From an optimization exercise on the open Yosys and OpenROAD flow, aimed at small area; shortcuts taken in it are not production practice.
In this exercise RTL edits were held to simulation tests only and were not proved equivalent to the original.
No activity file was given, so power comes from the tool's default toggle rates.

## design/flow/design.v

```verilog
module pwmcore (
    input  wire        clk,
    input  wire        rst,           
    input  wire        cmd_valid,
    input  wire [31:0] cmd_word,
    output reg         resp_valid,
    output wire [31:0] resp_word,
    input  wire [7:0]  ev_in,
    output wire [3:0]  pin_h,
    output wire [3:0]  pin_l,
    output wire        irq_fault,
    output wire [3:0]  irq_match,
    output wire        irq_ovf
);
    reg [15:0] period;
    reg        direction;       
    reg        mode;            
    reg [9:0]  div;
    reg        enabled;
    reg [15:0] cnt;
    reg        phase;
    reg [9:0]  q;               
    reg        eqp;             
    reg [15:0] max_duty;
    reg [15:0] active0, active1, active2, active3;
    reg [15:0] pending0, pending1, pending2, pending3;
    reg [3:0]  raw;
    reg [3:0]  e;               
    reg [7:0]  dt_low0, dt_low1, dt_low2, dt_low3;
    reg [7:0]  dt_high0, dt_high1, dt_high2, dt_high3;
    reg [7:0]  dt_cnt0, dt_cnt1, dt_cnt2, dt_cnt3;
    reg        fstate;          
    reg        forced;
    reg        restart;         
    reg        safe;
    reg [7:0]  evmask;
    reg [3:0]  match;
    reg        ovf;
    reg        faultif;
    reg        cfgerr;
    reg [7:0]  ev_prev;
    reg        r_ill, r_cfe;
    reg [15:0] r_data;
    wire [3:0]  op  = cmd_word[31:28];
    wire [3:0]  idx = cmd_word[27:24];
    wire [15:0] w   = cmd_word[15:0];
    wire op_car  = (op == 4'h1);
    wire op_max  = (op == 4'h2);
    wire op_dt   = (op == 4'h3);
    wire op_flt  = (op == 4'h4);
    wire op_start= (op == 4'h5);
    wire op_stop = (op == 4'h6);
    wire op_wr   = (op == 4'h7);
    wire op_rd   = (op == 4'h8);
    wire op_fire = (op == 4'h9);
    wire op_clr  = (op == 4'hA);
    wire op_stat = (op == 4'hB);
    wire op_flg  = (op == 4'hC);
    wire op_ack  = (op == 4'hD);
    wire z27_24 = ~|cmd_word[27:24];
    wire z23_17 = ~|cmd_word[23:17];
    wire z16    = ~cmd_word[16];
    wire z15_10 = ~|cmd_word[15:10];
    wire z9_8   = ~|cmd_word[9:8];
    wire z7_0   = ~|cmd_word[7:0];
    wire idx_hi = cmd_word[27] | cmd_word[26];
    wire z23_16 = z23_17 & z16;
    wire z27_0  = z27_24 & z23_16 & z15_10 & z9_8 & z7_0;
    wire illegal =
        op_max  ? ~(z27_24 & z23_16) :
        op_dt   ? ~z23_16 | idx_hi :
        op_flt  ? ~(z23_16 & z15_10 & z9_8) | cmd_word[25] | cmd_word[24] :
        op_wr   ? ~z23_16 | idx_hi :
        op_rd   ? ~(z23_17 & z15_10 & z9_8 & z7_0) | idx_hi :
        op_fire ? ~(z23_16 & z15_10 & z9_8 & z7_0) | cmd_word[27] :
        op_ack  ? ~(z27_24 & z23_16 & z15_10) :
        (op_start | op_stop | op_clr | op_stat | op_flg) ? ~z27_0 :
        ~op_car;
    wire w_gt_max = (w > max_duty);                  
    wire w_ge_per = (w >= period);                   
    wire [8:0] dtc = {1'b0, cmd_word[15:8]} + {1'b0, cmd_word[7:0]};
    wire dtc_bad = ({7'd0, dtc} >= period);          
    wire [8:0] s0 = {1'b0, dt_low0} + {1'b0, dt_high0};
    wire [8:0] s1 = {1'b0, dt_low1} + {1'b0, dt_high1};
    wire [8:0] s2 = {1'b0, dt_low2} + {1'b0, dt_high2};
    wire [8:0] s3 = {1'b0, dt_low3} + {1'b0, dt_high3};
    wire car_dt_bad = ({7'd0, s0} >= w) | ({7'd0, s1} >= w) |
                      ({7'd0, s2} >= w) | ({7'd0, s3} >= w);
    wire max_val_bad = (active0 > w) | (active1 > w) | (active2 > w) | (active3 > w) |
                       (pending0 > w) | (pending1 > w) | (pending2 > w) | (pending3 > w);
    wire w_zero = ~|w;
    wire cfg_error =
        op_car   ? enabled | w_zero | ~|cmd_word[25:16] | ~w_gt_max | car_dt_bad :
        op_max   ? enabled | w_ge_per | max_val_bad :
        op_dt    ? enabled | dtc_bad :
        op_flt   ? enabled :
        op_wr    ? w_gt_max :
        op_start ? cfgerr :
        1'b0;
    wire cmd_ok = cmd_valid & ~illegal & ~cfg_error;
    wire cmd_cfe = cmd_valid & ~illegal & cfg_error;
    wire do_car  = cmd_ok & op_car;
    wire do_max  = cmd_ok & op_max;
    wire do_dt   = cmd_ok & op_dt;
    wire do_flt  = cmd_ok & op_flt;
    wire do_start= cmd_ok & op_start;
    wire do_stop = cmd_ok & op_stop;
    wire do_wr   = cmd_ok & op_wr;
    wire do_fire = cmd_ok & op_fire;
    wire do_clr  = cmd_ok & op_clr;
    wire do_ack  = cmd_ok & op_ack;
    wire [3:0] sel = {idx[1:0] == 2'd3, idx[1:0] == 2'd2, idx[1:0] == 2'd1, idx[1:0] == 2'd0};
    reg [15:0] duty_rd;
    always @(*) begin
        case ({cmd_word[16], idx[1:0]})
            3'd0: duty_rd = active0;
            3'd1: duty_rd = active1;
            3'd2: duty_rd = active2;
            3'd3: duty_rd = active3;
            3'd4: duty_rd = pending0;
            3'd5: duty_rd = pending1;
            3'd6: duty_rd = pending2;
            default: duty_rd = pending3;
        endcase
    end
    wire [15:0] flags_word = {2'b00, fstate, enabled, forced, cfgerr, faultif, ovf,
                              4'b0000, match};
    wire [15:0] rd_data = ({16{op_rd}} & duty_rd) |
                          ({16{op_flg}} & flags_word) |
                          {15'd0, op_stat & fstate};
    wire en1 = do_start | (enabled & ~do_stop);
    wire fire_hit = do_fire & evmask[idx[2:0]];
    wire fstate1  = fire_hit | (fstate & ~do_clr);
    wire forced1  = (fire_hit & ~fstate) | forced;
    wire [7:0] evmask1 = do_flt ? cmd_word[7:0] : evmask;
    wire [3:0] match1 = do_ack ? (match & ~cmd_word[3:0]) : match;
    wire ovf1     = ovf & ~(do_ack & cmd_word[8]);
    wire faultif1 = (fire_hit & ~fstate) | (faultif & ~(do_ack & cmd_word[9]));
    wire [3:0] wr = {4{do_wr}} & sel;
    wire tick = en1 & (q == 10'd1);
    wire cz  = (cnt == 16'd0);
    wire c1  = (cnt == 16'd1);
    wire up_s = mode ? (direction ? (~phase & ~eqp) : (phase | cz)) : direction;
    wire [15:0] inc = cnt + {{15{~up_s}}, 1'b1};
    wire inc_eqp = (inc == period);
    wire bnd = mode ? (direction ? (~up_s & c1) : (up_s & inc_eqp))
                    : (direction ? eqp : cz);
    wire wrap = ~mode & bnd;
    wire [15:0] cnt_t = wrap ? (direction ? 16'd0 : period) : inc;
    wire phase_t = mode & ~bnd & (direction ? ~up_s : up_s);
    wire eqp_t = wrap ? ~direction : inc_eqp;
    wire tick_b = tick & bnd;
    wire fstate2 = fstate1 & ~(tick_b & restart);
    wire forced2 = forced1 & ~(tick_b & ~fstate2);
    wire [15:0] act [0:3];
    wire [15:0] pen [0:3];
    wire [7:0]  dlo [0:3];
    wire [7:0]  dhi [0:3];
    wire [7:0]  dtc_r [0:3];
    assign act[0] = active0;  assign act[1] = active1;  assign act[2] = active2;  assign act[3] = active3;
    assign pen[0] = pending0; assign pen[1] = pending1; assign pen[2] = pending2; assign pen[3] = pending3;
    assign dlo[0] = dt_low0;  assign dlo[1] = dt_low1;  assign dlo[2] = dt_low2;  assign dlo[3] = dt_low3;
    assign dhi[0] = dt_high0; assign dhi[1] = dt_high1; assign dhi[2] = dt_high2; assign dhi[3] = dt_high3;
    assign dtc_r[0] = dt_cnt0; assign dtc_r[1] = dt_cnt1; assign dtc_r[2] = dt_cnt2; assign dtc_r[3] = dt_cnt3;
    wire [3:0] e_t, r_t, hit;
    wire [7:0] dt_t [0:3];
    wire [3:0] e_c, r_c;
    genvar g;
    generate
        for (g = 0; g < 4; g = g + 1) begin : g_ch
            wire pz  = wr[g] ? w_zero : ~|pen[g];
            wire az  = ~|act[g];
            wire enb = (inc == act[g]);
            assign e_t[g] = bnd ? (direction & pz) : enb;
            assign r_t[g] = bnd ? (direction & ~pz) :
                            (up_s ? (raw[g] & ~enb) : (raw[g] | e[g]));
            assign hit[g] = e_t[g] & ~phase_t;
            wire dz = ~|dtc_r[g];
            assign dt_t[g] = (r_t[g] != raw[g]) ? (r_t[g] ? dhi[g] : dlo[g]) :
                             (dz ? 8'd0 : dtc_r[g] - 8'd1);
            assign e_c[g] = cmd_word[27] & az;
            assign r_c[g] = cmd_word[27] & ~az;
        end
    endgenerate
    wire ev_latch = (|(ev_in & ~ev_prev & evmask1)) & ~fstate2;
    always @(posedge clk) begin
        r_ill  <= illegal;
        r_cfe  <= ~illegal & cfg_error;
        r_data <= illegal ? 16'd0 : rd_data;
    end
    always @(posedge clk) begin
        if (rst) begin
            period    <= 16'hFFFF;
            direction <= 1'b0;
            mode      <= 1'b0;
            div       <= 10'd1;
            enabled   <= 1'b0;
            cnt       <= 16'hFFFF;
            phase     <= 1'b0;
            q         <= 10'd1;
            eqp       <= 1'b1;
            max_duty  <= 16'd0;
            active0 <= 16'd0; active1 <= 16'd0; active2 <= 16'd0; active3 <= 16'd0;
            pending0 <= 16'd0; pending1 <= 16'd0; pending2 <= 16'd0; pending3 <= 16'd0;
            dt_low0 <= 8'd0; dt_low1 <= 8'd0; dt_low2 <= 8'd0; dt_low3 <= 8'd0;
            dt_high0 <= 8'd0; dt_high1 <= 8'd0; dt_high2 <= 8'd0; dt_high3 <= 8'd0;
            dt_cnt0 <= 8'd0; dt_cnt1 <= 8'd0; dt_cnt2 <= 8'd0; dt_cnt3 <= 8'd0;
            raw       <= 4'd0;
            e         <= 4'd0;
            fstate    <= 1'b0;
            forced    <= 1'b0;
            restart   <= 1'b0;
            safe      <= 1'b0;
            evmask    <= 8'h00;
            match     <= 4'd0;
            ovf       <= 1'b0;
            faultif   <= 1'b0;
            cfgerr    <= 1'b0;
            ev_prev   <= 8'h00;
            resp_valid <= 1'b0;
        end else begin
            ev_prev    <= ev_in;
            resp_valid <= cmd_valid;
            if (cmd_cfe) cfgerr <= 1'b1;
            if (do_car) begin
                period    <= w;
                direction <= cmd_word[27];
                mode      <= cmd_word[26];
                div       <= cmd_word[25:16];
            end
            if (do_max) max_duty <= w;
            if (do_dt & sel[0]) begin dt_low0 <= cmd_word[15:8]; dt_high0 <= cmd_word[7:0]; end
            if (do_dt & sel[1]) begin dt_low1 <= cmd_word[15:8]; dt_high1 <= cmd_word[7:0]; end
            if (do_dt & sel[2]) begin dt_low2 <= cmd_word[15:8]; dt_high2 <= cmd_word[7:0]; end
            if (do_dt & sel[3]) begin dt_low3 <= cmd_word[15:8]; dt_high3 <= cmd_word[7:0]; end
            if (do_flt) begin
                restart <= cmd_word[27];
                safe    <= cmd_word[26];
                evmask  <= cmd_word[7:0];
            end
            enabled <= en1;
            if (wr[0]) pending0 <= w;
            if (wr[1]) pending1 <= w;
            if (wr[2]) pending2 <= w;
            if (wr[3]) pending3 <= w;
            if (do_car) begin
                cnt   <= cmd_word[27] ? 16'd0 : w;
                phase <= 1'b0;
                q     <= cmd_word[25:16];
                eqp   <= ~cmd_word[27];
                raw   <= r_c;
                e     <= e_c;
                dt_cnt0 <= 8'd0; dt_cnt1 <= 8'd0; dt_cnt2 <= 8'd0; dt_cnt3 <= 8'd0;
            end else if (tick) begin
                q     <= div;
                cnt   <= cnt_t;
                phase <= phase_t;
                eqp   <= eqp_t;
                raw   <= r_t;
                e     <= e_t;
                dt_cnt0 <= dt_t[0]; dt_cnt1 <= dt_t[1]; dt_cnt2 <= dt_t[2]; dt_cnt3 <= dt_t[3];
                if (bnd) begin
                    active0 <= wr[0] ? w : pending0;
                    active1 <= wr[1] ? w : pending1;
                    active2 <= wr[2] ? w : pending2;
                    active3 <= wr[3] ? w : pending3;
                end
            end else if (en1) begin
                q <= q - 10'd1;
            end
            match <= tick ? (match1 | hit) : match1;
            ovf   <= tick_b | ovf1;
            fstate  <= ev_latch | fstate2;
            forced  <= ev_latch | forced2;
            faultif <= ev_latch | faultif1;
        end
    end
    assign resp_word = {r_ill | r_cfe, 1'b0, r_ill, r_cfe, 12'd0, r_data};
    wire [3:0] dtz = {~|dt_cnt3, ~|dt_cnt2, ~|dt_cnt1, ~|dt_cnt0};
    assign pin_h = forced ? {4{safe}} : ({4{enabled}} &  raw & dtz);
    assign pin_l = forced ? {4{safe}} : ({4{enabled}} & ~raw & dtz);
    assign irq_fault = faultif;
    assign irq_match = match;
    assign irq_ovf   = ovf;
endmodule
```

## design/flow/run.sh

```bash
#!/bin/bash
# synth_recipe.tcl (not shown) runs the flow's synth.tcl, then flattens the netlist and writes it again
# the make line also repeats each setting of config.mk as NAME=value (left out here)
make -C /OpenROAD-flow-scripts/flow DESIGN_CONFIG=/design/flow/config.mk WORK_HOME=/design/flow/orfs CLKGATE_MAP_FILE= SYNTH_SCRIPT=/design/flow/synth_recipe.tcl finish
```

## design/flow/config.mk

```make
export PLATFORM = sky130hd
export DESIGN_NAME = pwmcore
export DESIGN_NICKNAME = pwmcore
export VERILOG_FILES = /design/flow/design.v
export SDC_FILE = /design/flow/constraint.sdc
export NUM_CORES = 4
export LEC_CHECK = 0
export ABC_AREA = 1
export CAP_MARGIN = 20
export CORE_MARGIN = 2
export CORE_UTILIZATION = 40
export PLACE_DENSITY = 0.6
export SLEW_MARGIN = 20
```

## design/flow/constraint.sdc

```tcl
create_clock -name core_clock -period 12.0 [get_ports {clk}]
set_input_delay 2.4000 -clock core_clock [delete_from_list [all_inputs] [get_ports {clk}]]
set_output_delay 2.4000 -clock core_clock [all_outputs]
set_load 0.01 [all_outputs]
```

==> results.cfg <==
[worst_hold_path]
min_to = max_duty[6]$_SDFFE_PP0P_
whs_path_depth = 2
timing.hold.worst.start = max_duty[6]$_SDFFE_PP0P_
worst_hold_path_class = flop to flop

[layout]
finalCoreUtilization = 0.454
final_cell_mix = 803 x sky130_fd_sc_hd__nand2_1, 401 x sky130_fd_sc_hd__nor2_1, 383 x sky130_fd_sc_hd__a21oi_1, 377 x sky130_fd_sc_hd__inv_1, 351 x sky130_fd_sc_hd__dfxtp_1
post_route_cells_drive_above_1_share = 0.0548
final_net_count = 4026
area_growth_pct = 12.2
fill_cells = 6517
mostFrequentLayoutCell = sky130_fd_sc_hd__nand2_1

[power]
netSwitchingFraction = 0.269
p_switching_uw = 777
power.sequential.fraction = 0.408
intPower_mw = 2.11
pwrdens_mw_per_mm2 = 103
vdd_ir_drop_max_mv = 0.0917
share_clk_of_total_power = 0.492
p_leak_nw = 12.4
power.combinational.fraction = 0.100

[floorplanning]
boundaryPins = 90
initial_core_util = 0.404
core_region_area_mm2 = 0.0617
floorplan.die_area_mm2 = 0.0644
dieWidth_um = 254
fp-row-count = 91
chipHeight_um = 254

[sta]
worst_clk_skew_ps = 29.9
final-setup-viol-count = 0
worst_max_slew_pin_slew_ps = 1420
relSlewSlack = 0.0301
finalSetupTns_ps = 0
max_freq_ghz = 0.127
final_max_slew_viol_count = 0
fin_crit_ps = 7890
final-hold-violation-count = 0
rsz_0062_raised_after_global_routing = no
final_min_period_over_clock_period = 0.657

[synthesis]
proportion_of_synthesized_chip_area_in_sequential_cells = 0.282
synth_top_area_cell = sky130_fd_sc_hd__dfxtp_1
synth_enable_flop_cells = 0
synth.top_cell.area_share = 0.282
ys.warnings.count = 1
syn-instance-count = 3677
asyncSetResetFlopFracSynth = 0
netlist-cell-type-count = 66
ys_ff_latch = 351
synth.area.top_cells = sky130_fd_sc_hd__dfxtp_1 28%, sky130_fd_sc_hd__ha_1 13%, sky130_fd_sc_hd__nand2_1 12%
postSynthAreaPerCell_um2 = 6.78
synth.cell_area_mm2 = 0.0249
synth_top_flop_cell = sky130_fd_sc_hd__dfxtp_1

[global_routing]
first_pass_grt_wire_length_um = 139000
track_usage = 0.284
antenna_violations_before_repair = 1
grt_start_max_net_pins = 98
grt_pass1_vias = 23006
overflow = 0

[route]
drt.antenna.violating_nets = 0
initialDrtViolationCount = 2234
first_pass_iteration_count_of_the_detailed_router = 8
vias = 25074
detail_route.wl_per_cell_um = 20.1
remaining_drc_errors = 0
drt-vias-per-instance = 5.47
wirelength_um = 92200

[setup_path]
r2r_slack_ps = 5110
critical_path_required_ps = 12410
arrival_ps = 8300
timing.critical_path.from_type = input pin
launch_instance_of_the_worst_register_to_register_path = direction$_SDFFE_PP0P_
worst_r2r_path_depth = 28
highest_delay_cell_along_the_critical_path = sky130_fd_sc_hd__nor2_4
type_of_destination_of_the_critical_path = flop
worstSetupPathType = input pin to flop
critical-path-max-stage-delay_ps = 740
crit-reg2reg-capture = forced$_SDFF_PP0_
crit_path_max_fanout = 41
cpMostUsedCell = sky130_fd_sc_hd__nand2_1

[placement]
placement.io_buffers = 76
finalWeightedCongestion = 1.00
dp_hpwl_um = 68000

[cts]
post_cts_buffers = 0
clock_sinks = 351
root_buffer = sky130_fd_sc_hd__clkbuf_16
post_cts_resized = 0
cts_htree_levels = 2
cts-root-to-sink-buffers = 3
cts_buffers = 44
cts_hold_repair.buffers = 0
clock_latency_ps = 590
clk_pin_slew_worst_paths_ps = 50
cts_tree = yes

[status]
status = complete, but fails checks
so.violations = max-capacitance violations

[run]
max-cap-violations = 1
[worst max-delay path: cells and delay by family]
| family | cells | cell delay, ps |
|---|---|---|
| compound gates | 8 | 1230 |
| xor+xnor | 1 | 160 |
| fa+ha+maj | 2 | 750 |
| buf+inv | 5 | 1570 |
| simple gates | 14 | 2140 |
[per-stage QoR]
stage	instance area, µm²	total power [mW]	hold slack [ps]	setup slack [ps]	std cells
2_1_floorplan	25000	1.38	421	5510	3689
3_3_place_gp	26400	1.49	435	3670	4498
3_5_place_dp	26400	1.49	441	3580	4499
4_1_cts	28000	2.91	457	4150	4581
5_1_grt	28000	2.98	474	3540	4581
6_report	28000	2.89	461	4110	4582
[layout make-up]
cell class	instances	area, µm²	share of cell area
repair buffers	114	1050	0.0374
inverters	404	1520	0.0543
flip-flops and latches	351	7030	0.251
clock inverters	22	230	0.00823
well taps	837	1050	0.0374
multi-input cells	2793	15800	0.565
clock buffers	60	1310	0.0469
diodes	1	2.50	0.0000894
[per-layer routing]
metal	GRT usage	share of wire
met4	0.110	0.041
met3	0.0467	0.080
met2	0.460	0.45
met5	0	0
met1	0.376	0.43
[how the worst max path moves through the flow]
| stage | from | endpoint | slack (ps) |
|---|---|---|---|
| finish | cmd_word[1] | forced$_SDFF_PP0_ | 4110 |
| global route | cmd_word[1] | forced$_SDFF_PP0_ | 3540 |
| CTS | cmd_word[0] | forced$_SDFF_PP0_ | 4150 |
| detailed placement | cmd_word[0] | forced$_SDFF_PP0_ | 3580 |
| global placement | cmd_word[0] | forced$_SDFF_PP0_ | 3670 |
| floorplan | cmd_word[1] | active2[15]$_SDFFE_PP0P_ | 5510 |
[cells by family (layout without fill, tap and decap cells)]
group / count (synthesis) / after routing / share of synthesized area
simple gates: 1601 / 1601 / 0.275
compound gates: 798 / 798 / 0.175
buf+inv: 545 / 600 / 0.0868
flops: 351 / 351 / 0.282
fa+ha+maj: 275 / 275 / 0.140
xor+xnor: 106 / 106 / 0.0407
other cells: 1 / 14 / 0.000150
[power groups by stage]
stage,combinational (mW),sequential [mW],clock [mW]
finish,0.290,1.18,1.42
detailed placement,0.284,1.20,0
global placement,0.283,1.20,0
floorplan,0.176,1.20,0
CTS,0.285,1.18,1.44
global route,0.318,1.18,1.49
[cells in the mapped netlist, types with 3 or more instances]
master and instances:
sky130_fd_sc_hd__buf_4 17, sky130_fd_sc_hd__nand3_2 5, sky130_fd_sc_hd__clkinv_1 10, sky130_fd_sc_hd__nor2_1 401, sky130_fd_sc_hd__dfxtp_1 351, sky130_fd_sc_hd__a31o_2 3, sky130_fd_sc_hd__a31oi_1 22, sky130_fd_sc_hd__xor2_1 71
sky130_fd_sc_hd__xor2_2 3, sky130_fd_sc_hd__nor2_2 5, sky130_fd_sc_hd__o22ai_1 24, sky130_fd_sc_hd__xnor2_1 28, sky130_fd_sc_hd__a21oi_1 383, sky130_fd_sc_hd__o21a_1 15, sky130_fd_sc_hd__a211oi_1 3, sky130_fd_sc_hd__fa_1 6
sky130_fd_sc_hd__inv_1 378, sky130_fd_sc_hd__clkbuf_1 84, sky130_fd_sc_hd__nand2_1 804, sky130_fd_sc_hd__a22oi_1 4, sky130_fd_sc_hd__o21bai_1 13, sky130_fd_sc_hd__nor3_1 34, sky130_fd_sc_hd__o41ai_1 9, sky130_fd_sc_hd__ha_1 269
sky130_fd_sc_hd__o21ai_1 19, sky130_fd_sc_hd__nor3_2 3, sky130_fd_sc_hd__nand2_4 6, sky130_fd_sc_hd__nand3b_1 5, sky130_fd_sc_hd__a221oi_1 6, sky130_fd_sc_hd__nand2_2 17, sky130_fd_sc_hd__a2111oi_0 10, sky130_fd_sc_hd__o21ai_0 253
sky130_fd_sc_hd__or2_2 12, sky130_fd_sc_hd__buf_2 31, sky130_fd_sc_hd__nand4_1 61, sky130_fd_sc_hd__o221ai_1 5, sky130_fd_sc_hd__nand3_1 191, sky130_fd_sc_hd__o211ai_1 16, sky130_fd_sc_hd__buf_1 6, sky130_fd_sc_hd__nand3_4 3
sky130_fd_sc_hd__inv_2 16, sky130_fd_sc_hd__nor3b_1 4, sky130_fd_sc_hd__nor4_1 42

## what the ideal ports hide
How much do the figures lean on ideal ports? The routed layout below was timed once more, with nothing changed but the port constraints.
Step 1, drivers: a clkbuf_16 drives clk and a buf_2 each remaining input, both assumed.
Step 2 moves the port delays by t, midway between the first and last clock arrival at a register: inputs arrive t later, outputs are due t later. That takes back most of the time a late clock gives input paths.
a / b / c = ideal / step 1 / step 2; a / b = the first two.
shift t [ns]: 0.641
setup WS [ns]: 4.114 / 4.149 / 3.508
pins driven straight from the clock port: 1
The setup slack of this run moves by +0.035 ns with the drivers and by -0.606 ns with both steps.
